This is an optimization exercise on Yosys and OpenROAD, whose aim is small area, a short achievable clock period and few clock cycles per item, not a production implementation. Only simulation tests tie the RTL to the original design; equivalence was not proved.

## flow/design.v (module list and top-level ports; edited modules follow where they fit)
// module fp_rnd: 31 lines
// module fp_add_align: 39 lines
// module fp_add_sum: 9 lines
// module fp_add_norm: 26 lines
// module fp_mul_tree: 2051 lines
// module fp_div: 101 lines
// module fp_div_it: 110 lines
// module fpu: 237 lines
// module fp_prenorm: 19 lines
module fpu (
    input  wire        clk,
    input  wire        rst,
    input  wire        in_valid,
    output wire        in_ready,
    input  wire [3:0]  op,
    input  wire [31:0] a,
    input  wire [31:0] b,
    output reg         out_valid,
    output reg  [31:0] y,
    output reg         fault
);
  // ...
==> flow/run.sh <==
#!/bin/bash
# synth_recipe.tcl (not shown) runs the flow's synth.tcl, then flattens the netlist and writes it again
# the make line also repeats each setting of config.mk as NAME=value (left out here)
make -C /OpenROAD-flow-scripts/flow DESIGN_CONFIG=/design/flow/config.mk WORK_HOME=/design/flow/orfs CLKGATE_MAP_FILE= SYNTH_SCRIPT=/design/flow/synth_recipe.tcl finish
==> flow/config.mk <==
export PLATFORM = sky130hd
export DESIGN_NAME = fpu
export DESIGN_NICKNAME = fpu
export VERILOG_FILES = /design/flow/design.v
export SDC_FILE = /design/flow/constraint.sdc
export NUM_CORES = 4
export LEC_CHECK = 0
export ABC_CLOCK_PERIOD_IN_PS = 4000
export CAP_MARGIN = 20
export CORE_MARGIN = 2
export CORE_UTILIZATION = 62
export SLEW_MARGIN = 20
==> flow/constraint.sdc <==
create_clock -name core_clock -period 17.0 [get_ports {clk}]
set_input_delay 3.4000 -clock core_clock [delete_from_list [all_inputs] [get_ports {clk}]]
set_output_delay 3.4000 -clock core_clock [all_outputs]
set_load 0.01 [all_outputs]
==> summary.md, run 1 <==
| Metric | Value |
|---|---|
| Final Max Tran Viols | 0 |
| Critical path arrival | 6.59 ns |
| Fillcell total | 10.9k |
| Max reg flops | 288 |
| Worst hold endpoint | ae1_2[4] |
| Synth cell count leaders | dfxtp_1 (907), inv_1 (836), nand2_1 (762) |
| Buffers on Ports | 105 |
| Die Width | 379 um |
| Met2 wire len | 119 mm |
| Syn Inst Count | 9,062 |
| Final setup fails | 0 |
| FMAX | 0.168 GHz |
| Cts-stage hold buffer count | 0 |
| Iter 0 DRT Violations | 7,667 |
| RR Startpoint | u_div.u_b.dv[22] |
| Status | finished clean |
| DR top layer | met5 |
| CP Launch Type | register |
| Nets | 9,964 |
| Syn avg cell area | 9.60 um^2 |
| Kind of cell adding the most delay to the critical path | adder cells |
| CTS HTree Levels | 4 |
| I/O Pins | 106 |
| Max cap viols | 0 |
| Core Area | 139,000 um^2 |
| Wl on met1 | 104 mm |
Testbench counts, summed over its fixed seeds: cycles 10,390, items 9,600.
==> module fp_add_align, before the edit <==
module fp_add_align (
    input  wire [31:0] a,
    input  wire [31:0] b,
    output wire [23:0] m1,       
    output reg  [26:0] m2al,     
    output wire [7:0]  e1,       
    output wire        sres,
    output wire        effsub
);
    wire [7:0] ea = a[30:23], eb = b[30:23];
    wire [7:0] eaf = (ea == 8'd0) ? 8'd1 : ea;
    wire [7:0] ebf = (eb == 8'd0) ? 8'd1 : eb;
    wire [23:0] ma = {ea != 8'd0, a[22:0]};
    wire [23:0] mb = {eb != 8'd0, b[22:0]};
    wire swap = a[30:0] < b[30:0];
    wire [8:0] dab = {1'b0, eaf} - {1'b0, ebf};
    wire [8:0] dba = {1'b0, ebf} - {1'b0, eaf};
    wire [4:0] sab = dab[4:0];
    wire [4:0] sba = dba[4:0];
    wire       bab = |dab[7:5];
    wire       bba = |dba[7:5];
    integer i;
    reg [4:0] tza, tzb;
    always @* begin
        tza = 5'd24;
        tzb = 5'd24;
        for (i = 23; i >= 0; i = i - 1) begin
            if (ma[i]) tza = i;
            if (mb[i]) tzb = i;
        end
    end
    wire [26:0] mbs = bab ? 27'd1 : (({mb, 3'b000} >> sab) | {26'd0, ({1'b0, sab} > {1'b0, tzb} + 6'd3)});
    wire [26:0] mas = bba ? 27'd1 : (({ma, 3'b000} >> sba) | {26'd0, ({1'b0, sba} > {1'b0, tza} + 6'd3)});
    assign m1 = swap ? mb : ma;
    assign e1 = swap ? ebf : eaf;
    assign sres = swap ? b[31] : a[31];
    assign effsub = a[31] ^ b[31];
    always @* m2al = swap ? mas : mbs;
endmodule
==> module fpu, before the edit <==
module fpu (
    input  wire        clk,
    input  wire        rst,
    input  wire        in_valid,
    output wire        in_ready,
    input  wire [3:0]  op,
    input  wire [31:0] a,
    input  wire [31:0] b,
    output reg         out_valid,
    output reg  [31:0] y,
    output reg         fault
);
    localparam [3:0] OP_ADD = 4'd0, OP_SUB = 4'd1, OP_MUL = 4'd2, OP_DIV = 4'd3,
                     OP_XOR = 4'd4, OP_AND = 4'd5, OP_FROMBITS = 4'd6,
                     OP_TOBITS = 4'd7, OP_FLIPSIGN = 4'd12;
    localparam [31:0] QNAN = 32'h7FC00000;
    localparam K = 9;                
    localparam R = 3;                
    localparam NDL = K - 1;          
    reg        v0;
    reg [3:0]  op0;
    reg [31:0] a0, b0;
    reg        div0;
    wire       div_busy, div_busy_nx;
    reg        v1, div1;
    wire       go0 = v0 && (!div0 || !div_busy);
    reg        rdy, rdy_port;    
    assign in_ready = rdy_port;
    wire       nv0   = rdy ? in_valid : v0;
    wire       ndiv0 = rdy ? (op == OP_DIV) : div0;
    wire       nv0p   = rdy_port ? in_valid : v0;
    wire       ndiv0p = rdy_port ? (op == OP_DIV) : div0;
    always @(posedge clk) begin
        if (rst) begin
            v0  <= 1'b0;
            rdy <= 1'b1;
            rdy_port <= 1'b1;
        end else begin
            if (rdy) v0 <= in_valid;
            rdy <= !(nv0 && ndiv0 && div_busy_nx);
            rdy_port <= !(nv0p && ndiv0p && div_busy_nx);
        end
        if (rdy) begin
            op0  <= op;
            a0   <= a;
            b0   <= b;
            div0 <= (op == OP_DIV);
        end
    end
    wire is_add = (op0 == OP_ADD) || (op0 == OP_SUB);
    wire is_mul = (op0 == OP_MUL);
    wire is_div = div0;
    wire [31:0] bf = (op0 == OP_SUB) ? {~b0[31], b0[30:0]} : b0;
    wire [7:0]  ea = a0[30:23], eb = b0[30:23];
    wire a_nan  = (ea == 8'hFF) && (a0[22:0] != 0);
    wire b_nan  = (eb == 8'hFF) && (b0[22:0] != 0);
    wire a_inf  = (ea == 8'hFF) && (a0[22:0] == 0);
    wire b_inf  = (eb == 8'hFF) && (b0[22:0] == 0);
    wire a_zero = (a0[30:0] == 31'd0);
    wire b_zero = (b0[30:0] == 31'd0);
    wire sx     = a0[31] ^ b0[31];
    reg        ey_use, ey_fault;
    reg [31:0] ey;
    always @* begin
        ey_use   = 1'b1;
        ey_fault = 1'b0;
        ey       = 32'd0;
        case (op0)
            OP_ADD, OP_SUB: begin
                if (a_nan)                 ey = a0;
                else if (b_nan)            ey = bf;
                else if (a_inf && b_inf)   ey = (a0[31] == bf[31]) ? a0 : QNAN;
                else if (a_inf)            ey = a0;
                else if (b_inf)            ey = bf;
                else if (a_zero && b_zero) ey = (a0[31] == bf[31]) ? a0 : 32'd0;
                else if (a_zero)           ey = bf;
                else if (b_zero)           ey = a0;
                else                       ey_use = 1'b0;
            end
            OP_MUL: begin
                if (a_nan)                 ey = a0;
                else if (b_nan)            ey = b0;
                else if (a_inf || b_inf)   ey = (a_zero || b_zero) ? QNAN : {sx, 8'hFF, 23'd0};
                else if (a_zero || b_zero) ey = {sx, 31'd0};
                else                       ey_use = 1'b0;
            end
            OP_DIV: begin
                if (a_nan)                 ey = a0;
                else if (b_nan)            ey = b0;
                else if (a_inf)            ey = b_inf ? QNAN : {sx, 8'hFF, 23'd0};
                else if (b_inf)            ey = {sx, 31'd0};
                else if (b_zero)           ey = a_zero ? QNAN : {sx, 8'hFF, 23'd0};
                else if (a_zero)           ey = {sx, 31'd0};
                else                       ey_use = 1'b0;
            end
            OP_XOR:                 ey = a0 ^ b0;
            OP_AND:                 ey = a0 & b0;
            OP_FROMBITS, OP_TOBITS: ey = a0;
            OP_FLIPSIGN:            ey = {~a0[31], a0[30:0]};
            default:                ey_fault = 1'b1;
        endcase
    end
    wire [23:0] na, nb;
    wire [4:0] lza, lzb;
    wire [7:0] efa, efb;
    fp_prenorm u_pna (.e(ea), .f(a0[22:0]), .n(na), .lz(lza), .ef(efa));
    fp_prenorm u_pnb (.e(eb), .f(b0[22:0]), .n(nb), .lz(lzb), .ef(efb));
    wire [23:0] am1;
    wire [26:0] am2;
    wire [7:0]  ae1;
    wire        asres, aeffsub;
    fp_add_align u_aal (
        .a(a0), .b(bf), .m1(am1), .m2al(am2), .e1(ae1), .sres(asres), .effsub(aeffsub)
    );
    wire [31:0] div_y;
    fp_div #(.R(R), .K(K)) u_div (
        .clk(clk), .rst(rst), .start(go0 && div0),
        .na(na), .nb(nb),
        .ee($signed({2'd0, efa}) - $signed({2'd0, efb})),
        .el($signed({2'd0, lza}) - $signed({2'd0, lzb})), .sign(sx),
        .busy(div_busy), .busy_nx(div_busy_nx), .y(div_y)
    );
    reg        add1, use1, flt1, sg1;
    reg [23:0] na1, nb1;
    reg [8:0]  es1;              
    reg [5:0]  lzs1;             
    reg [23:0] am1_1;
    reg [26:0] am2_1;
    reg [7:0]  ae1_1;
    reg        aeff1;
    always @(posedge clk) begin
        if (rst) v1 <= 1'b0;
        else     v1 <= go0;
        add1 <= is_add;
        div1 <= is_div;
        use1 <= ey_use;
        flt1 <= ey_fault;
        sg1  <= is_add ? asres : sx;
        na1  <= na;
        nb1  <= nb;
        es1  <= {1'b0, efa} + {1'b0, efb};
        lzs1 <= {1'b0, lza} + {1'b0, lzb};
        am1_1 <= ey_use ? ey[23:0] : am1;      
        am2_1 <= am2;
        ae1_1 <= ey_use ? ey[31:24] : ae1;     
        aeff1 <= aeffsub;
    end
    wire signed [10:0] mbl = $signed({2'd0, es1}) - $signed({5'd0, lzs1}) - 11'sd127;
    wire signed [10:0] mbh = $signed({2'd0, es1}) - $signed({5'd0, lzs1}) - 11'sd126;
    wire signed [10:0] mrl = 11'sd1 - mbl;
    wire signed [10:0] mrh = 11'sd1 - mbh;
    wire [47:0] p0, p1;
    fp_mul_tree u_mt (.x(na1), .y(nb1), .p0(p0), .p1(p1));
    wire [27:0] asum;
    fp_add_sum u_as (.m1(am1_1), .m2al(am2_1), .effsub(aeff1), .sum(asum));
    reg        v2, add2, div2, use2, flt2, sg2;
    reg [47:0] p0_2, p1_2;      
    reg signed [10:0] mbe2, mbh2;
    reg        mdl2, mdh2;
    reg [4:0]  mrl2, mrh2;
    reg [27:0] asum2;
    reg [7:0]  ae1_2;
    always @(posedge clk) begin
        if (rst) v2 <= 1'b0;
        else     v2 <= v1;
        add2 <= add1;
        div2 <= div1;
        use2 <= use1;
        flt2 <= flt1;
        sg2  <= sg1;
        p0_2 <= p0;
        p1_2 <= p1;
        mbe2 <= mbl;
        mbh2 <= mbh;
        mdl2 <= (mbl <= 11'sd0);
        mdh2 <= (mbh <= 11'sd0);
        mrl2 <= (mbl > 11'sd0) ? 5'd0 : (mrl > 11'sd31) ? 5'd31 : mrl[4:0];
        mrh2 <= (mbh > 11'sd0) ? 5'd0 : (mrh > 11'sd31) ? 5'd31 : mrh[4:0];
        asum2 <= use1 ? {4'd0, am1_1} : asum;
        ae1_2 <= ae1_1;
    end
    wire [47:0] prod = p0_2 + p1_2;
    wire        ph   = prod[47];
    wire [25:0] mm   = ph ? prod[47:22] : prod[46:21];
    wire        mst  = ph ? |prod[21:0] : |prod[20:0];
    wire signed [10:0] mbe = ph ? mbh2 : mbe2;
    wire        mden = ph ? mdh2 : mdl2;
    wire [4:0]  mrs  = ph ? mrh2 : mrl2;
    wire [25:0] am;
    wire        ast, aden, azero;
    wire signed [10:0] abe;
    wire [4:0]  ars;
    fp_add_norm u_an (
        .sum(asum2), .e1(ae1_2), .m(am), .sticky(ast), .be(abe), .den(aden),
        .rs(ars), .zero(azero)
    );
    reg        v3, div3, use3, flt3, sg3, den3, st3, zero3;
    reg [25:0] m3;
    reg signed [10:0] be3;
    reg [4:0]  rs3;
    always @(posedge clk) begin
        if (rst) v3 <= 1'b0;
        else     v3 <= v2;
        div3  <= div2;
        use3  <= use2;
        flt3  <= flt2;
        sg3   <= sg2;
        m3    <= use2 ? {2'd0, asum2[23:0]} : add2 ? am : mm;
        st3   <= add2 ? ast : mst;
        be3   <= use2 ? {3'd0, ae1_2} : add2 ? abe : mbe;
        den3  <= add2 ? aden : mden;
        rs3   <= add2 ? ars : mrs;
        zero3 <= add2 && azero;
    end
    wire [31:0] ry;
    fp_rnd u_rnd (
        .sign(sg3), .be(be3), .den(den3), .rs(rs3), .m(m3), .sticky(st3), .y(ry)
    );
    reg [NDL:0] dl_v, dl_d, dl_f;
    reg [31:0]  dl_y [0:NDL];
    integer j;
    always @(posedge clk) begin
        if (rst) dl_v <= 0;
        else     dl_v <= {dl_v[NDL-1:0], v3};
        dl_d <= {dl_d[NDL-1:0], div3 && !use3};
        dl_f <= {dl_f[NDL-1:0], flt3};
        dl_y[0] <= use3 ? {be3[7:0], m3[23:0]} : (zero3 ? 32'd0 : ry);
        for (j = 1; j <= NDL; j = j + 1)
            dl_y[j] <= dl_y[j-1];
    end
    always @(posedge clk) begin
        if (rst) out_valid <= 1'b0;
        else     out_valid <= dl_v[NDL];
        y     <= dl_d[NDL] ? div_y : dl_y[NDL];
        fault <= dl_f[NDL];
    end
endmodule
==> module fp_prenorm, before the edit <==
module fp_prenorm (
    input  wire [7:0]  e,
    input  wire [22:0] f,
    output wire [23:0] n,
    output reg  [4:0]  lz,
    output wire [7:0]  ef        
);
    integer i;
    always @* begin
        lz = 5'd0;
        if (e == 8'd0) begin
            lz = 5'd24;
            for (i = 0; i < 23; i = i + 1)
                if (f[i]) lz = 23 - i;
        end
    end
    assign n  = {e != 8'd0, f} << lz;
    assign ef = (e == 8'd0) ? 8'd1 : e;
endmodule
==> run 2, diff against run 1 <==
--- a/flow/design.v
+++ b/flow/design.v
@@ -32,6 +32,8 @@
 module fp_add_align (
     input  wire [31:0] a,
     input  wire [31:0] b,
+    input  wire        aez,      
+    input  wire        bez,
     output wire [23:0] m1,       
     output reg  [26:0] m2al,     
     output wire [7:0]  e1,       
@@ -39,10 +41,10 @@
     output wire        effsub
 );
     wire [7:0] ea = a[30:23], eb = b[30:23];
-    wire [7:0] eaf = (ea == 8'd0) ? 8'd1 : ea;
-    wire [7:0] ebf = (eb == 8'd0) ? 8'd1 : eb;
-    wire [23:0] ma = {ea != 8'd0, a[22:0]};
-    wire [23:0] mb = {eb != 8'd0, b[22:0]};
+    wire [7:0] eaf = {ea[7:1], ea[0] | aez};
+    wire [7:0] ebf = {eb[7:1], eb[0] | bez};
+    wire [23:0] ma = {!aez, a[22:0]};
+    wire [23:0] mb = {!bez, b[22:0]};
     wire swap = a[30:0] < b[30:0];
     wire [8:0] dab = {1'b0, eaf} - {1'b0, ebf};
     wire [8:0] dba = {1'b0, ebf} - {1'b0, eaf};
@@ -2381,13 +2383,14 @@
                      OP_XOR = 4'd4, OP_AND = 4'd5, OP_FROMBITS = 4'd6,
                      OP_TOBITS = 4'd7, OP_FLIPSIGN = 4'd12;
     localparam [31:0] QNAN = 32'h7FC00000;
-    localparam K = 9;                
-    localparam R = 3;                
+    localparam K = 13;               
+    localparam R = 2;                
     localparam NDL = K - 1;          
     reg        v0;
     reg [3:0]  op0;
     reg [31:0] a0, b0;
     reg        div0;
+    reg        aez0, bez0;       
     wire       div_busy, div_busy_nx;
     reg        v1, div1;
     wire       go0 = v0 && (!div0 || !div_busy);
@@ -2412,6 +2415,8 @@
             a0   <= a;
             b0   <= b;
             div0 <= (op == OP_DIV);
+            aez0 <= (a[30:23] == 8'd0);
+            bez0 <= (b[30:23] == 8'd0);
         end
     end
     wire is_add = (op0 == OP_ADD) || (op0 == OP_SUB);
@@ -2470,14 +2475,14 @@
     wire [23:0] na, nb;
     wire [4:0] lza, lzb;
     wire [7:0] efa, efb;
-    fp_prenorm u_pna (.e(ea), .f(a0[22:0]), .n(na), .lz(lza), .ef(efa));
-    fp_prenorm u_pnb (.e(eb), .f(b0[22:0]), .n(nb), .lz(lzb), .ef(efb));
+    fp_prenorm u_pna (.e(ea), .ez(aez0), .f(a0[22:0]), .n(na), .lz(lza), .ef(efa));
+    fp_prenorm u_pnb (.e(eb), .ez(bez0), .f(b0[22:0]), .n(nb), .lz(lzb), .ef(efb));
     wire [23:0] am1;
     wire [26:0] am2;
     wire [7:0]  ae1;
     wire        asres, aeffsub;
     fp_add_align u_aal (
-        .a(a0), .b(bf), .m1(am1), .m2al(am2), .e1(ae1), .sres(asres), .effsub(aeffsub)
+        .a(a0), .b(bf), .aez(aez0), .bez(bez0), .m1(am1), .m2al(am2), .e1(ae1), .sres(asres), .effsub(aeffsub)
     );
     wire [31:0] div_y;
     fp_div #(.R(R), .K(K)) u_div (
@@ -2604,6 +2609,7 @@
 endmodule
 module fp_prenorm (
     input  wire [7:0]  e,
+    input  wire        ez,       
     input  wire [22:0] f,
     output wire [23:0] n,
     output reg  [4:0]  lz,
@@ -2612,12 +2618,12 @@
     integer i;
     always @* begin
         lz = 5'd0;
-        if (e == 8'd0) begin
+        if (ez) begin
             lz = 5'd24;
             for (i = 0; i < 23; i = i + 1)
                 if (f[i]) lz = 23 - i;
         end
     end
-    assign n  = {e != 8'd0, f} << lz;
-    assign ef = (e == 8'd0) ? 8'd1 : e;
+    assign n  = {!ez, f} << lz;
+    assign ef = {e[7:1], e[0] | ez};
 endmodule
==> run 2 against run 1 <==
Still clean. First-iteration DRC count fell by 5.6%. Clock-buffer cell count rose by 24. Worst hold slack got worse by 0.018 ns. Non-clock buffer count is 8 higher. Fmax up 14%. Critical path type is now reg -> out. Critical endpoint is now y[5]. Largest cell class unchanged.
==> summary.md, run 2 <==
| Metric | Value |
|---|---|
| Total GRT Usage | 37.6% |
| DP Cell Count | 10.5k |
| Top flop regs | dl_y (416), p0_2 (48), p1_2 (47) |
| Largest cells by area after synthesis | dfxtp_1 (24%), edfxtp_1 (14%), fa_1 (9.3%) |
| Total Routed Length | 270 mm |
| Area delta synth->final | 9.06% |
| CP Launch Type | register |
| Cell row count | 137 |
| Iter 0 DRT Violations | 7,236 (-5.6%) |
| Die Width | 378 um (-0.19%) |
| TritonCTS sink count | 1,436 |
| TNS Setup | 0 ns |
| Hold/Removal Path Class | reg -> reg |
| Dominant cell type by area after synthesis | dfxtp_1 |
| Primary FF master, synth | dfxtp_1 |
| Nets | 9,768 (-2.0%) |
| Drt wl/cell | 25.0 um |
| Slew headroom | 16.0% |
| I/O Pins | 106 (unchanged) |
| Largest net degree at the start of global routing | 73 |
| Via Count | 68.5k |
| Worst-path cell chain | clkdlybuf4s50_1 |
| Register area share after synthesis | 37.7% |
| Syn avg cell area | 9.68 um^2 (+0.87%) |
| Clk_skew | 0.0783 ns |
| Synth Register Bits | 1,436 |
| Vias in the first global route | 69.3k |
| Cell variety after synth | 99 |
| Synth top area share | 24.1% |
| Share of layout cells above drive strength 1 | 7.80% |
| Status | finished clean |
| Syn nets | 9,906 |
| Core Area | 139,000 um^2 (-0.12%) |
| Kind of cell adding the most delay to the critical path | buffers and inverters |
| First-pass GRT wire length | 410 mm |
| Required @ worst endpoint | 13.60 ns |
| Tcrit/Tclk final | 30.9% |
| Die area | 143,000 um^2 |
| Initial Util | 62.3% |
| Pre-antenna DRT Iters | 9 |
| # Post-CTS Setup Buffers | 0 |
| Path type of the worst setup path | reg -> out |
| Synth cell count leaders | dfxtp_1 (1,045), nand2_1 (909), inv_1 (770) |
| FF/Latch Area | 32,700 um^2 |
| Final Max Tran Viols | 0 (unchanged) |
| Multi-input gate area | 49,100 um^2 |
| Ys Warns | 8 |
| Ant diodes | 0 |
| Most common cell after layout, fill and taps aside | dfxtp_1 |
| Post-layout min period | 5.25 ns |
| Most frequent cells in the layout | dfxtp_1 (1,038), nand2_1 (907), inv_1 (767) |
| Critical path peak fanout | 1 |
| Crit path capture type | output port |
| Chip height | 378 um |
| DR vias/cell | 6.33 |
| Root Driver | clkbuf_16 |
| Max reg flops | 416 (+44%) |
| Unrepaired setup endpoints after global routing | no |
| Post-detail-place hpwl | 192 mm |
| CTS tree | built |
| Biggest register | dl_y |
| CTS resizes | 0 |
| Initial antenna violation count | 11 |
| Final Hold Slack | 0.283 ns |
| CP bufs+invs | 1 |
| Wl on met1 | 99.3 mm (-4.5%) |
| Final std cells w/o fill | 10.8k |
| Syn Inst Count | 8,949 (-1.2%) |
| CTS HTree Levels | 4 (unchanged) |
| Post-synth ARST share | 0% |
| Worst path slowest cell | clkdlybuf4s50_1 |
| RePlAce Congestion | 1.01 |
| DR top layer | met5 |
| EDFF count, synth | 391 |
| Overflow after GRT | 0 |
| Mapped Area | 86,700 um^2 |
| Clock slew at reported path FFs | 0.07 ns |
| CP max stage delay | 0.67 ns |
| Met3 routed WL | 25.9 mm |
| Cts-stage hold buffer count | 0 (unchanged) |
| Max cap viols | 0 (unchanged) |
| Drc violations | 0 |
| Final setup fails | 0 (unchanged) |
| Clk Latency, worst-skew pair | 0.83 ns |
| TritonCTS buffer count | 149 |
| Buffers on Ports | 105 (unchanged) |
| Clock buffer depth | 3 |
| Post-route ant nets | 0 |
| Fin. Hold Viols | 0 |
| Fillcell total | 10.7k (-1.6%) |
| Slew @ Worst Pin | 1.22 ns |
| FMAX | 0.190 GHz (+14%) |
| Met2 wire len | 126 mm (+6.0%) |
| Critical path arrival | 1.85 ns (-4.74 ns) |
| Most frequent cell after synthesis | dfxtp_1 |
==> run 2: changes by cell type in the layout (fill, tap and decap cells not counted), moves of 29 or more <==
cell	delta
o21ai_0	-101
nor3_1	-43
ha_1	-49
inv_1	-65
mux2i_1	+38
o31ai_1	+29
dfxtp_1	+139
a21oi_1	-58
nand2_1	+145
fa_1	-60
a211oi_1	-43
==> run 2: layer usage <==
layer / GRT usage (%) / up-vias
met3: 9.16 / 1008
met4: 22.9 / 4
met2: 62.0 / 3692
li1: - / 30700
met1: 44.3 / 33000
met5: 0 / -
==> run 2: area by class of cell <==
class                      count  share of cell area [%]
multi-input combinational   6184                    52.0
sequential                  1436                    34.6
clock buffer                 197                    4.36
inverter                     786                    3.12
tap                         1876                    2.48
timing repair buffer         254                    2.30
clock inverter                81                    1.22
==> run 2: final timing paths <==
kind	startpoint	endpoint	slack [ns]	cells past startpoint
worst min register to register	dl_y[3][14]	dl_y[4][14]	0.28	0
worst max register to register	nb1[1]	p1_2[26]	11.84	14
worst min-delay path	dl_y[3][14]	dl_y[4][14]	0.28	0
worst max-delay path	y[5]	y[5]	11.75	1
==> run 2: worst reg2reg max path, cell delays in order, from the launching register on <==
cell,delay (ns)
dfxtp_1,0.30
buf_4,0.26
ha_1,0.87
a22oi_1,0.24
xnor2_1,0.21
fa_1,0.58
inv_1,0.06
fa_1,0.51
inv_1,0.07
fa_1,0.42
fa_1,0.52
inv_1,0.05
fa_1,0.49
inv_1,0.06
fa_1,0.45
==> run 2: cell families after synthesis <==
family	share of synthesized area, %
multiplexers	7.25
adder cells (fa/ha/maj)	16.3
buffers and inverters	5.88
XOR/XNOR	6.69
AND/OR/NAND/NOR	11.4
AO/OA/AOI/OAI	14.7
flip-flops	37.7
==> run 2: through the flow <==
stage          area (um^2)  setup WS, ns  util (%)
4_1_cts              94500         11.61      67.9
3_3_place_gp         89200         11.94      64.1
3_5_place_dp         89200         11.60      64.1
5_1_grt              94500         11.64      67.9
6_report             94500         11.75      67.9
2_1_floorplan        86700         12.38         -
Testbench counts of run 2, summed over its fixed seeds: cycles 11,405, items 9,600.
==> run 3, diff against run 2 <==
--- a/flow/design.v
+++ b/flow/design.v
@@ -2383,8 +2383,8 @@
                      OP_XOR = 4'd4, OP_AND = 4'd5, OP_FROMBITS = 4'd6,
                      OP_TOBITS = 4'd7, OP_FLIPSIGN = 4'd12;
     localparam [31:0] QNAN = 32'h7FC00000;
-    localparam K = 13;               
-    localparam R = 2;                
+    localparam K = 9;                
+    localparam R = 3;                
     localparam NDL = K - 1;          
     reg        v0;
     reg [3:0]  op0;
==> run 3 against run 2 <==
Die area shrank 0.41%. Critical path type is now reg -> reg. Highest routed layer unchanged. Critical endpoint is now u_div.u_b.dp. Global-route usage is 0.50 points higher. Clock-buffer cell count fell by 20. Still clean.
==> summary.md, run 3 <==
| Metric | Value |
|---|---|
| Worst path slowest cell | edfxtp_1 |
| I/O Pins | 106 (unchanged) |
| Slew headroom | 15.2% (-0.87 points) |
| Path type of the worst setup path | reg -> reg |
| Clock buffer depth | 3 (unchanged) |
| Critical path arrival | 6.63 ns (+4.78 ns) |
| Final instance area | 93,700 um^2 (-0.91%) |
| First-pass GRT wire length | 415 mm (+1.4%) |
| Critical path peak fanout | 27 (+26) |
| Mapped Area | 86,300 um^2 (-0.42%) |
| Most common cell after layout, fill and taps aside | dfxtp_1 |
| Die area | 142,000 um^2 (-0.41%) |
| Area delta synth->final | 8.51% |
| Max cap viols | 0 (unchanged) |
| R2R Setup Slk | 11.00 ns (-0.84 ns) |
| Crit path capture type | register |
| CTS resizes | 0 (unchanged) |
| Unrepaired setup endpoints after global routing | no |
| TritonCTS sink count | 1,302 (-9.3%) |
| Most frequent cells in the layout | dfxtp_1 (898), inv_1 (831), nand2_1 (755) |
| Synth top area share | 21.0% (-3.1 points) |
| Final Max Tran Viols | 0 (unchanged) |
| RePlAce Congestion | 1.01 (-0.14%) |
| Largest cells by area after synthesis | dfxtp_1 (21%), edfxtp_1 (14%), fa_1 (11%) |
| Most used cell along the critical path | fa_1 |
| Fin. Hold Viols | 0 (unchanged) |
| Worst setup path startpoint | u_div.u_b.dv[22] |
| Final setup fails | 0 (unchanged) |
| Final Hold Slack | 0.290 ns (+0.00703 ns) |
| Buffers on Ports | 105 (unchanged) |
| Total Routed Length | 272 mm (+0.55%) |
| Tcrit/Tclk final | 35.3% (+4.4 points) |
| Largest net degree at the start of global routing | 78 (+6.8%) |
| Share of layout cells above drive strength 1 | 7.49% (-0.31 points) |
| Synth cell count leaders | dfxtp_1 (907), inv_1 (832), nand2_1 (755) |
| Top flop regs | dl_y (288), p0_2 (48), p1_2 (47) |
| Cell variety after synth | 101 (+2.0%) |
| Register area share after synthesis | 34.8% (-2.9 points) |
| Post-layout min period | 6.00 ns (+0.749 ns) |
| Initial antenna violation count | 11 (unchanged) |
| RR Startpoint | u_div.u_b.dv[22] |
| EDFF count, synth | 395 (+1.0%) |
| DP Area | 88,700 um^2 (-0.56%) |
| Cts-stage hold buffer count | 0 (unchanged) |
| Clock slew at reported path FFs | 0.06 ns (about the same) |
| Chip height | 377 um (-0.21%) |
| Min-Delay Startpoint | dl_y[1][25] |
| Max reg flops | 288 (-31%) |
| Ys Warns | 8 (unchanged) |
| CP max stage delay | 0.60 ns (-0.07 ns) |
| Clk_skew | 0.0616 ns (-0.0167 ns) |
| Most frequent cell after synthesis | dfxtp_1 |
| Total GRT Usage | 38.1% (+0.50 points) |
| Dominant cell type by area after synthesis | dfxtp_1 |
| DR vias/cell | 6.46 (+2.0%) |
| Drt wl/cell | 25.3 um (+1.2%) |
| Fillcell total | 10.8k (+0.74%) |
| Post-synth ARST share | 0% (unchanged) |
| Vias in the first global route | 69.9k (+0.76%) |
| Post-route ant nets | 0 (unchanged) |
| Worst-path cell chain | inv_1, fa_1, inv_1, ha_1, fa_1, xor2_1, a311oi_1, o31ai_4, buf_4, nand2_1, o21ai_0, fa_1, fa_1, inv_1, ha_1, a21o_1, a21oi_1, mux2i_1, xor2_1, a211oi_1, o21ai_0 |
| Clk Latency, worst-skew pair | 0.80 ns (-0.03 ns) |
| CTS HTree Levels | 4 (unchanged) |
| CP Launch Type | register |
| TritonCTS buffer count | 138 (-7.4%) |
| Biggest register | dl_y |
| Nets | 9,888 (+1.2%) |
| Root Driver | clkbuf_16 |
| Syn nets | 10.0k (+1.4%) |
| Cell row count | 136 (-0.73%) |
| Core Area | 138,000 um^2 (-0.97%) |
| Pre-antenna DRT Iters | 9 (unchanged) |
| Initial Util | 62.6% (+0.35 points) |
| Hold/Removal Path Class | reg -> reg |
| # Post-CTS Setup Buffers | 0 (unchanged) |
| CTS tree | built |
| Drc violations | 0 (unchanged) |
| Final std cells w/o fill | 10.7k (-0.62%) |
| Primary FF master, synth | dfxtp_1 |
| Overflow after GRT | 0 (unchanged) |
| Required @ worst endpoint | 17.63 ns (+4.03 ns) |
| CP bufs+invs | 4 (+3) |
| Post-detail-place hpwl | 198 mm (+3.1%) |
| DP Cell Count | 10.5k (-0.37%) |
| Syn Inst Count | 9,001 (+0.58%) |
| Syn avg cell area | 9.59 um^2 (-0.99%) |
| Kind of cell adding the most delay to the critical path | adder cells |
| TNS Setup | 0 ns (unchanged) |
| Via Count | 69.4k (+1.4%) |
| Status | finished clean |
| Synth Register Bits | 1,302 (-9.3%) |
| Slew @ Worst Pin | 1.27 ns (+0.0455 ns) |
| Die Width | 377 um (-0.21%) |
| FMAX | 0.167 GHz (-12%) |
| Iter 0 DRT Violations | 7,761 (+7.3%) |
==> run 3: changes by cell type after synthesis, moves of 33 or more <==
| cell | previous run | this run |
|---|---|---|
| inv_1 | 770 | 832 |
| o31ai_1 | 80 | 44 |
| o21ai_0 | 378 | 511 |
| fa_1 | 403 | 461 |
| ha_1 | 483 | 516 |
| nand2_1 | 909 | 755 |
| dfxtp_1 | 1045 | 907 |
| a21oi_1 | 512 | 558 |
==> run 3: area by class of cell <==
cell class / count / area, um^2 / area share, %
multi-input combinational: 6304 / 51200 / 54.7
clock inverter: 72 / 1120 / 1.20
inverter: 857 / 3220 / 3.44
antenna: 4 / 10.0 / 0.0107
timing repair buffer: 237 / 2040 / 2.18
sequential: 1302 / 30000 / 32.1
tap: 1794 / 2240 / 2.40
clock buffer: 177 / 3800 / 4.06
==> run 3: cell families after synthesis <==
family                     Yosys count  share of synthesized area, %
muxes                              548                          7.53
adders and majority gates          981                          18.2
buffers and inverters             1395                          6.15
and+or+nand+nor                   1950                          10.5
DFF                               1302                          34.8
AOI/OAI and AO/OA                 2174                          16.2
xor gates and xnor gates           651                          6.64
==> run 3: metal layers <==
layer  up-vias  GRT usage, %  wire length (um)
met4        14          21.9             18600
met1     33400          47.1            103000
li1      31000             -                 -
met3      1059          9.50             27400
met5         -             0                92
met2      3918          60.8            123000
==> run 3: path summary, 6_finish.rpt <==
kind,endpoint,cells after the start
worst min-delay path,dl_y[2][25],0
worst min register to register,dl_y[2][25],0
worst max-delay path,u_div.u_b.dp,21
worst max register to register,u_div.u_b.dp,21
==> run 3: worst register-to-register path, cell delays in order (launching register included) <==
cell      delay [ns]
edfxtp_1        0.60
inv_1           0.25
fa_1            0.56
inv_1           0.05
ha_1            0.21
fa_1            0.44
xor2_1          0.15
a311oi_1        0.43
o31ai_4         0.08
buf_4           0.25
nand2_1         0.11
o21ai_0         0.12
fa_1            0.58
fa_1            0.59
inv_1           0.11
ha_1            0.28
a21o_1          0.17
a21oi_1         0.23
mux2i_1         0.12
xor2_1          0.20
a211oi_1        0.25
o21ai_0         0.10
==> run 3: through the flow <==
stage,util (%),worst slack (ns)
after floorplan,-,11.12
after global placement,64.4,11.06
after detailed placement,64.4,11.04
after CTS,67.9,11.03
after global routing,67.9,10.64
final,67.9,11.00
Testbench counts of run 3, summed over its fixed seeds: cycles 10,390, items 9,600.
==> module fp_rnd, before the edit <==
module fp_rnd (
    input  wire              sign,
    input  wire signed [10:0] be,
    input  wire              den,
    input  wire [4:0]        rs,
    input  wire [25:0]       m,
    input  wire              sticky,
    output reg  [31:0]       y
);
    reg [25:0] md;
    reg        st;
    reg [23:0] kept;
    reg [24:0] r;
    reg        rnd;
    wire [10:0] be1 = be + 11'sd1;
    wire        ov0 = (be >= 11'sd255);
    wire        ov1 = (be >= 11'sd254);
    always @* begin
        md   = m >> rs;
        st   = sticky | |(m & ~(26'h3FFFFFF << rs));
        kept = md[25:2];
        rnd  = md[1] & (md[0] | st | md[2]);
        r    = rnd ? ({1'b0, kept} + 25'd1) : {1'b0, kept};
        if (den)
            y = {sign, 7'd0, r[23], r[22:0]};
        else if (r[24] ? ov1 : ov0)
            y = {sign, 8'hFF, 23'd0};
        else
            y = {sign, r[24] ? be1[7:0] : be[7:0], r[22:0]};
    end
endmodule
==> run 4, diff against run 3 <==
--- a/flow/design.v
+++ b/flow/design.v
@@ -5,10 +5,31 @@
     input  wire [4:0]        rs,
     input  wire [25:0]       m,
     input  wire              sticky,
+    output wire [31:0]       y
+);
+    wire [25:0] md;
+    wire        st;
+    fp_rnd_sh u_sh (.rs(rs), .m(m), .sticky(sticky), .md(md), .st(st));
+    fp_rnd_pk u_pk (.sign(sign), .be(be), .den(den), .md(md), .st(st), .y(y));
+endmodule
+module fp_rnd_sh (
+    input  wire [4:0]  rs,
+    input  wire [25:0] m,
+    input  wire        sticky,
+    output wire [25:0] md,
+    output wire        st
+);
+    assign md = m >> rs;
+    assign st = sticky | |(m & ~(26'h3FFFFFF << rs));
+endmodule
+module fp_rnd_pk (
+    input  wire              sign,
+    input  wire signed [10:0] be,
+    input  wire              den,
+    input  wire [25:0]       md,
+    input  wire              st,
     output reg  [31:0]       y
 );
-    reg [25:0] md;
-    reg        st;
     reg [23:0] kept;
     reg [24:0] r;
     reg        rnd;
@@ -16,8 +37,6 @@
     wire        ov0 = (be >= 11'sd255);
     wire        ov1 = (be >= 11'sd254);
     always @* begin
-        md   = m >> rs;
-        st   = sticky | |(m & ~(26'h3FFFFFF << rs));
         kept = md[25:2];
         rnd  = md[1] & (md[0] | st | md[2]);
         r    = rnd ? ({1'b0, kept} + 25'd1) : {1'b0, kept};
@@ -2383,9 +2402,9 @@
                      OP_XOR = 4'd4, OP_AND = 4'd5, OP_FROMBITS = 4'd6,
                      OP_TOBITS = 4'd7, OP_FLIPSIGN = 4'd12;
     localparam [31:0] QNAN = 32'h7FC00000;
-    localparam K = 9;                
-    localparam R = 3;                
-    localparam NDL = K - 1;          
+    localparam K = 13;               
+    localparam R = 2;                
+    localparam NDL = K - 2;          
     reg        v0;
     reg [3:0]  op0;
     reg [31:0] a0, b0;
@@ -2584,19 +2603,38 @@
         rs3   <= add2 ? ars : mrs;
         zero3 <= add2 && azero;
     end
+    wire [25:0] md3;
+    wire        std3;
+    fp_rnd_sh u_rsh (.rs(rs3), .m(m3), .sticky(st3), .md(md3), .st(std3));
+    reg        v4, div4, use4, flt4, sg4, den4, st4, zero4;
+    reg [25:0] m4;
+    reg signed [10:0] be4;
+    always @(posedge clk) begin
+        if (rst) v4 <= 1'b0;
+        else     v4 <= v3;
+        div4  <= div3;
+        use4  <= use3;
+        flt4  <= flt3;
+        sg4   <= sg3;
+        den4  <= den3;
+        st4   <= std3;
+        zero4 <= zero3;
+        m4    <= use3 ? m3 : md3;
+        be4   <= be3;
+    end
     wire [31:0] ry;
-    fp_rnd u_rnd (
-        .sign(sg3), .be(be3), .den(den3), .rs(rs3), .m(m3), .sticky(st3), .y(ry)
+    fp_rnd_pk u_rpk (
+        .sign(sg4), .be(be4), .den(den4), .md(m4), .st(st4), .y(ry)
     );
     reg [NDL:0] dl_v, dl_d, dl_f;
     reg [31:0]  dl_y [0:NDL];
     integer j;
     always @(posedge clk) begin
         if (rst) dl_v <= 0;
-        else     dl_v <= {dl_v[NDL-1:0], v3};
-        dl_d <= {dl_d[NDL-1:0], div3 && !use3};
-        dl_f <= {dl_f[NDL-1:0], flt3};
-        dl_y[0] <= use3 ? {be3[7:0], m3[23:0]} : (zero3 ? 32'd0 : ry);
+        else     dl_v <= {dl_v[NDL-1:0], v4};
+        dl_d <= {dl_d[NDL-1:0], div4 && !use4};
+        dl_f <= {dl_f[NDL-1:0], flt4};
+        dl_y[0] <= use4 ? {be4[7:0], m4[23:0]} : (zero4 ? 32'd0 : ry);
         for (j = 1; j <= NDL; j = j + 1)
             dl_y[j] <= dl_y[j-1];
     end
==> run 4 against run 3 <==
Non-clock buffer count stayed put. Clock-buffer cell count is 12 higher. Die area hardly changed. Critical path depth is 8 lower. Global-route usage is 0.90 points lower. Worst setup slack better by 0.73 ns. Critical endpoint is now st3. Via count is 1.4% lower. Core utilization is 0.38 points higher. Worst hold slack better by 0.015 ns.
==> summary.md, run 4 <==
| Metric | Value |
|---|---|
| Die area | 142,000 um^2 (about the same) |
| Busiest grt layer | met2 |
| Initial Util | 62.7% (about the same) |
| Post-layout min period | 5.27 ns (-0.734 ns) |
| Final setup margin | 11.73 ns (+0.734 ns) |
| FF/Latch Area | 32,900 um^2 (+9.5%) |
| Pre-antenna DRT Iters | 8 (-1) |
| Register area share after synthesis | 38.0% (+3.3 points) |
| Final instance area | 94,200 um^2 (+0.56%) |
| Cell variety after synth | 93 (-7.9%) |
| Path type of the worst setup path | reg -> reg |
| CTS HTree Levels | 4 (unchanged) |
| Largest net degree at the start of global routing | 73 (-6.4%) |
| Max cap viols | 0 (unchanged) |
| Slew @ Worst Pin | 1.23 ns (-0.0424 ns) |
| Area delta synth->final | 9.01% |
| Clk Latency, worst-skew pair | 0.82 ns (+0.02 ns) |
| TNS Setup | 0 ns (unchanged) |
| Drt wl/cell | 24.7 um (-2.4%) |
| Primary FF master, synth | dfxtp_1 |
| Biggest register | dl_y |
| Largest cells by area after synthesis | dfxtp_1 (24%), edfxtp_1 (14%), fa_1 (9.3%) |
| Min-Delay Startpoint | dl_y[5][22] |
| Met2 Usage GRT | 60.0% (-0.73 points) |
| GRT met1 Usage | 46.0% (-1.2 points) |
| Unrepaired setup endpoints after global routing | no |
| Drc violations | 0 (unchanged) |
| Post-detail-place hpwl | 193 mm (-2.8%) |
| Top flop regs | dl_y (384), p0_2 (48), p1_2 (47) |
| GRT met3 Usage | 7.68% (-1.8 points) |
| Most frequent cells in the layout | dfxtp_1 (1,047), nand2_1 (910), inv_1 (770) |
| Ys Warns | 8 (unchanged) |
| Max reg flops | 384 (+33%) |
| Required @ worst endpoint | 17.61 ns (-0.02 ns) |
| Final Max Tran Viols | 0 (unchanged) |
| Synth top area share | 24.4% (+3.4 points) |
| Hold path cells | 0 (unchanged) |
| Post-Place Setup Slack | 11.75 ns (+0.717 ns) |
| Core Area | 138,000 um^2 (unchanged) |
| Syn nets | 9,973 (-0.76%) |
| Share of layout cells above drive strength 1 | 7.51% (+0.024 points) |
| Synth cell count leaders | dfxtp_1 (1,055), nand2_1 (912), inv_1 (770) |
| Iter 0 DRT Violations | 7,509 (-3.2%) |
| Buffers on Ports | 105 (unchanged) |
| Most common cell after layout, fill and taps aside | dfxtp_1 |
| Total GRT Usage | 37.2% (-0.90 points) |
| FMAX | 0.190 GHz (+14%) |
| Synth Register Bits | 1,446 (+11%) |
| Total Routed Length | 266 mm (-1.9%) |
| TritonCTS buffer count | 149 (+8.0%) |
| Worst setup path startpoint | p1_2[18] |
| CTS resizes | 0 (unchanged) |
| DP Area | 88,800 um^2 (about the same) |
| DP Cell Count | 10.5k (+0.076%) |
| Chip height | 377 um (about the same) |
| Layout Utilization | 68.3% (+0.38 points) |
| Hold/Removal Path Class | reg -> reg |
| First-pass GRT wire length | 405 mm (-2.5%) |
| Slew headroom | 18.2% (+3.0 points) |
| Critical path peak fanout | 52 (+93%) |
| Status | finished clean |
| Clock buffer depth | 3 (unchanged) |
| Final setup fails | 0 (unchanged) |
| Final Hold Slack | 0.305 ns (+0.0147 ns) |
| Tcrit/Tclk final | 31.0% (-4.3 points) |
| Most frequent cell after synthesis | dfxtp_1 |
| Fin. Hold Viols | 0 (unchanged) |
| # Post-CTS Setup Buffers | 0 (unchanged) |
| Clock slew at reported path FFs | 0.07 ns (about the same) |
| Syn avg cell area | 9.59 um^2 (about the same) |
| Post-route ant nets | 0 (unchanged) |
| DR vias/cell | 6.34 (-1.9%) |
| Fillcell total | 10.4k (-3.1%) |
| Final std cells w/o fill | 10.8k (+0.45%) |
| Overflow after GRT | 0 (unchanged) |
| RePlAce Congestion | 0.997 (-1.4%) |
| R2R Setup Slk | 11.73 ns (+0.73 ns) |
| Syn Inst Count | 9,013 (+0.13%) |
| Post-synth ARST share | 0% (unchanged) |
| Vias in the first global route | 68.7k (-1.7%) |
| CP Launch Type | register |
| EDFF count, synth | 391 (-1.0%) |
| Mapped Area | 86,400 um^2 (about the same) |
| Critical path arrival | 5.88 ns (-0.75 ns) |
| Nets | 9,819 (-0.70%) |
| R2R depth | 13 (-38%) |
| Initial antenna violation count | 11 (unchanged) |
| CTS tree | built |
| Root Driver | clkbuf_16 |
| Clk_skew | 0.0654 ns (+0.00379 ns) |
| Dominant cell type by area after synthesis | dfxtp_1 |
| Multi-input gate area | 48,700 um^2 (-4.9%) |
| Die Width | 377 um (about the same) |
| RR Startpoint | p1_2[18] |
| I/O Pins | 106 (unchanged) |
| Cts-stage hold buffer count | 0 (unchanged) |
| Via Count | 68.4k (-1.4%) |
| Cell row count | 136 (unchanged) |
| TritonCTS sink count | 1,446 (+11%) |
| Crit path capture type | register |
run 4: worst paths after layout:
check                                   end
worst max-delay path                    st3
worst min-delay path            dl_y[6][22]
worst max register to register          st3
worst min register to register  dl_y[6][22]
run 4: metal layers:
| layer | routed length [um] | part of all wire, % |
|---|---|---|
| met4 | 18200 | 6.8 |
| met5 | 38 | 0.014 |
| met1 | 101000 | 38 |
| met2 | 122000 | 46 |
| met3 | 24600 | 9.2 |
run 4: final cells by class:
type / count / share of cell area [%]
antenna: 14 / 0.0372
clock buffer: 189 / 4.36
clock inverter: 90 / 1.31
inverter: 790 / 3.15
multi-input combinational: 6235 / 51.7
sequential: 1446 / 34.9
tap: 1794 / 2.38
timing repair buffer: 237 / 2.19
run 4: critical path, stage by stage (launching register included):
cell and delay (ns):
dfxtp_1 0.31, ha_1 0.51, and4_1 0.32, a21boi_0 0.37
nand4_1 0.16, a211oi_2 0.64, o21ai_0 0.27, nand3_1 0.15
o211ai_1 0.14, xnor2_2 0.15, buf_4 0.54, inv_1 0.52
a2111oi_0 0.73, o32ai_1 0.21
run 4: kinds of logic after synthesis:
kind of cell | after synthesis | share of synthesized area (%)
flip-flops | 1446 | 38.0
AO/OA/AOI/OAI | 2068 | 15.4
AND/OR/NAND/NOR | 2137 | 11.2
multiplexers | 472 | 6.31
XOR/XNOR | 665 | 6.74
buffers and inverters | 1332 | 5.84
adder cells (fa/ha/maj) | 893 | 16.4
Testbench counts of run 4, summed over its fixed seeds: cycles 11,405, items 9,600.

what the ideal ports hide:
The results above use ideal ports. As a check the final layouts listed here were re-extracted and re-timed, cells and wires unchanged.
Step 1 (the two cells are an assumption about what drives the block):
set clk [get_ports {clk}]
set_driving_cell -lib_cell sky130_fd_sc_hd__clkbuf_16 $clk
set_driving_cell -lib_cell sky130_fd_sc_hd__buf_2 [delete_from_list [all_inputs] $clk]
Step 2 moves the port delays by t, midway between the first and last clock arrival at a register: inputs arrive t later, outputs are due t later. That takes back most of the time a late clock gives input paths.
Three values: ideal, step 1, step 2; two values: the first two.
| run | t, ns | slack for setup (ns) | worst hold slack (ns) |
|---|---|---|---|
| run 1 | 0.851 | 11.034 / 11.034 / 11.034 | 0.301 / 0.301 / 0.301 |
| run 2 | 0.889 | 11.747 / 11.664 / 11.837 | 0.283 / 0.283 / 0.283 |
| run 3 | 0.859 | 10.998 / 10.998 / 10.998 | 0.290 / 0.290 / 0.290 |
| run 4 | 0.875 | 11.732 / 11.732 / 11.732 | 0.305 / 0.305 / 0.305 |
After both steps setup and hold are still met in every run listed.
